Source: an optimization exercise on an open RTL-to-GDS flow (aim: small area, a short achievable clock period and few clock cycles per item). Production flows keep margins and buffers that such runs may drop. Function was checked by simulation only, so behaviour that the tests miss may differ from the original.

// sixel_color_conv
module sixel_color_conv (
    input  wire        clk,
    input  wire        rst,
    input  wire        in_valid,
    output wire        in_ready,
    input  wire        in_space,
    input  wire [8:0]  in_p0,
    input  wire [6:0]  in_p1,
    input  wire [6:0]  in_p2,
    output reg         out_valid,
    input  wire        out_ready,
    output wire [31:0] out_color
);
    reg  v0, v1, v2, v3;
    reg  f0, f1, f2, f3;
    reg  skv;                
    reg  rdy;                
    assign in_ready = rdy;
    wire en_o = out_ready || !out_valid;
    wire en_3 = out_ready || !f3;
    wire en_2 = out_ready || !f2;
    wire en_1 = out_ready || !f1;
    wire en_0 = out_ready || !f0;
    wire in0  = skv || in_valid;                     
    wire a_o  = v3;
    wire a_3  = v2;
    wire a_2  = v1;
    wire a_1  = v0;
    wire a_0  = in0;
    wire b_o  = out_valid || v3;
    wire b_3  = f3 || v2;
    wire b_2  = f2 || v1;
    wire b_1  = f1 || v0;
    wire b_0  = f0 || in0;
    wire n_o  = out_ready ? a_o : b_o;
    wire n_3  = out_ready ? a_3 : b_3;
    wire n_2  = out_ready ? a_2 : b_2;
    wire n_1  = out_ready ? a_1 : b_1;
    wire n_0  = out_ready ? a_0 : b_0;
    wire nf3  = out_ready ? (a_o && a_3) : (b_o && b_3);
    wire nf2  = out_ready ? (a_o && a_3 && a_2) : (b_o && b_3 && b_2);
    wire nf1  = out_ready ? (a_o && a_3 && a_2 && a_1) : (b_o && b_3 && b_2 && b_1);
    wire nf0  = out_ready ? (a_o && a_3 && a_2 && a_1 && a_0)
                          : (b_o && b_3 && b_2 && b_1 && b_0);
    wire nskv = out_ready ? 1'b0 : (f0 && in0);
    always @(posedge clk) begin
        if (rst) begin
  ...
Size: ~220 flip-flops, about 62 I/O pins, ~0.019 sq mm of cells after synthesis.
clock: 32.0 ns
lec_check: 0
abc_area: 1
cap_margin: 20
core_margin: 2
core_utilization: 70
cts_buf_list: sky130_fd_sc_hd__clkbuf_8
slew_margin: 20
run.sh (not shown) runs the stock make flow with config.mk's settings and CLKGATE_MAP_FILE= SYNTH_SCRIPT=/design/flow/synth_recipe.tcl, a recipe that flattens the netlist after the stock synthesis.
Testbench counts at the start, summed over its fixed seeds: cycles 16,040, items 16,000.
Change:
==> flow/flow/run.sh (new file) <==
#!/bin/bash
# The standard layout (the standard.sh, unchanged synthesis), with one
# change: the buffers ORFS puts on every input and output port are buf_2
# cells instead of the default pick. The make output goes to flow.log.
set -euo pipefail
bash standard.sh "BUFFER_PORTS_ARGS=-buffer_cell sky130_fd_sc_hd__buf_2" finish > flow.log 2>&1
==> flow/standard.sh (new file) <==
#!/bin/bash
# synth_recipe.tcl (not shown) runs the flow's synth.tcl, then flattens the netlist and writes it again
# the make line also repeats each setting of config.mk as NAME=value (left out here)
make -C /OpenROAD-flow-scripts/flow DESIGN_CONFIG=/design/flow/config.mk WORK_HOME=/design/flow/orfs CLKGATE_MAP_FILE= SYNTH_SCRIPT=/design/flow/synth_recipe.tcl "${@:-finish}"
- CTS_BUF_LIST: sky130_fd_sc_hd__clkbuf_8 -> default
- CTS_CLUSTER_DIAMETER: default -> 150
- CTS_CLUSTER_SIZE: default -> 30
removed: flow/run.sh
After rerunning: Die area stays the same; fmax climbs by 7.3%; cell area drops by about 3.6%; routed wire length drops by about 0.35%; worst setup slack gains 0.55 ns; worst hold slack gains 0.011 ns; sequential share of layout area climbs by 1.1 points; global-route usage drops by 0.44 points; first-iteration DRC count drops by about 13%; sequential cell count does not change.
Change:
- CTS_CLUSTER_DIAMETER: 150 -> 100
- CTS_CLUSTER_SIZE: 30 -> 22
Effect: Clock skew came out higher by 0.0038 ns. Register-to-register slack is about the same. Worst setup slack gets better by 0.012 ns. Synthesized area stays the same. Final area came out higher by about 0.54%. Wire length came out higher by about 0.8%.
Change:
- CTS_BUF_LIST: default -> sky130_fd_sc_hd__clkbuf_8
- CTS_CLUSTER_DIAMETER: 100 -> default
- CTS_CLUSTER_SIZE: 22 -> default
After rerunning: The changed run produced a clean layout. Routed wire length goes up by 0.75%. Utilization went up by 1.1 points. Worst setup slack degrades by 0.030 ns.

========
## JK
sixel_color_conv, a different RTL version from the one above (not shown whole).
For scale: ~2200 cells after synthesis, ~220 flip-flops, roughly 19000 µm² of cells after synthesis.
export LEC_CHECK = 0
export ABC_AREA = 1
export CAP_MARGIN = 20
export CORE_MARGIN = 2
export CORE_UTILIZATION = 70
export CTS_CLUSTER_DIAMETER = 100
export CTS_CLUSTER_SIZE = 22
export SLEW_MARGIN = 50
create_clock -name core_clock -period 32.0 [get_ports {clk}]
standard.sh (not shown) runs the stock make flow with config.mk's settings and CLKGATE_MAP_FILE= SYNTH_SCRIPT=/design/flow/synth_recipe.tcl, a recipe that flattens the netlist after the stock synthesis.
==> flow/flow/run.sh <==
#!/bin/bash
# The standard layout (the standard.sh, unchanged synthesis), with one
# change: the buffers ORFS puts on every input and output port are buf_2
# cells instead of the default pick. The make output goes to flow.log.
set -euo pipefail
bash standard.sh "BUFFER_PORTS_ARGS=-buffer_cell sky130_fd_sc_hd__buf_2" finish > flow.log 2>&1
In summary, JK completed successfully, with a layout that passed the timing, DRC and antenna checks.
Testbench counts of JK, summed over its fixed seeds: cycles 16,040, items 16,000.
#### Input delta (MS over JK)
Settings: SLEW_MARGIN now 65, was 50.
==> flow/run.sh (new file) <==
#!/bin/bash
# synth_recipe.tcl (not shown) runs the flow's synth.tcl, then flattens the netlist and writes it again
# the make line also repeats each setting of config.mk as NAME=value (left out here)
make -C /OpenROAD-flow-scripts/flow DESIGN_CONFIG=/design/flow/config.mk WORK_HOME=/design/flow/orfs CLKGATE_MAP_FILE= SYNTH_SCRIPT=/design/flow/synth_recipe.tcl finish
removed: flow/flow/run.sh
removed: flow/standard.sh
==> notes.md <==
Diff MS..JK | clock-buffer cell count | unchanged
The count of plain and timing-repair buffers in the layout of MS is higher than that of JK.
The lower met1 global-route usage of MS and JK is in JK.
JK -> MS: wire length of the first global-routing pass increased slightly
Max number of placed instances, taps included across MS and JK: MS
Compared JK against MS; worst-case hold slack within noise.
Compared with JK, MS shows a global-route usage that is 0.39 points higher.

what the ideal ports hide:
How much do the figures lean on ideal ports? The routed layouts below were timed once more, with nothing changed but the port constraints. Step 1 (the two cells are an assumption about what drives the block):
set clk [get_ports {clk}]
set_driving_cell -lib_cell sky130_fd_sc_hd__clkbuf_16 $clk
set_driving_cell -lib_cell sky130_fd_sc_hd__buf_2 [delete_from_list [all_inputs] $clk]
Step 2 moves the port delays by t, midway between the first and last clock arrival at a register: inputs arrive t later, outputs are due t later. That takes back most of the time a late clock gives input paths. Slacks: ideal ports / drivers / drivers and shift; pairs: ideal ports / drivers.
run | shift t [ns] | slack for setup (ns) | worst setup path after step 2 | worst register clock-pin slew, ns
the first run of note 1 | 0.591 | 23.994 / 24.017 / 23.426 | input to register | 0.07 / 0.07
the second run of note 1 | 0.531 | 24.541 / 24.510 / 24.089 | input to register | 0.12 / 0.12
the third run of note 1 | 0.540 | 24.553 / 24.498 / 24.089 | input to register | 0.09 / 0.09
the fourth run of note 1 | 0.576 | 24.523 / 24.474 / 24.059 | input to register | 0.06 / 0.06
JK | 0.524 | 24.412 / 24.442 / 23.917 | input to register | 0.09 / 0.09
MS | 0.526 | 24.227 / 24.175 / 23.847 | input to register | 0.10 / 0.10
After both steps setup and hold are still met in every run listed. The setup slack of the first run of note 1, which loses most, moves by +0.023 ns with the drivers and by -0.568 ns with both steps.
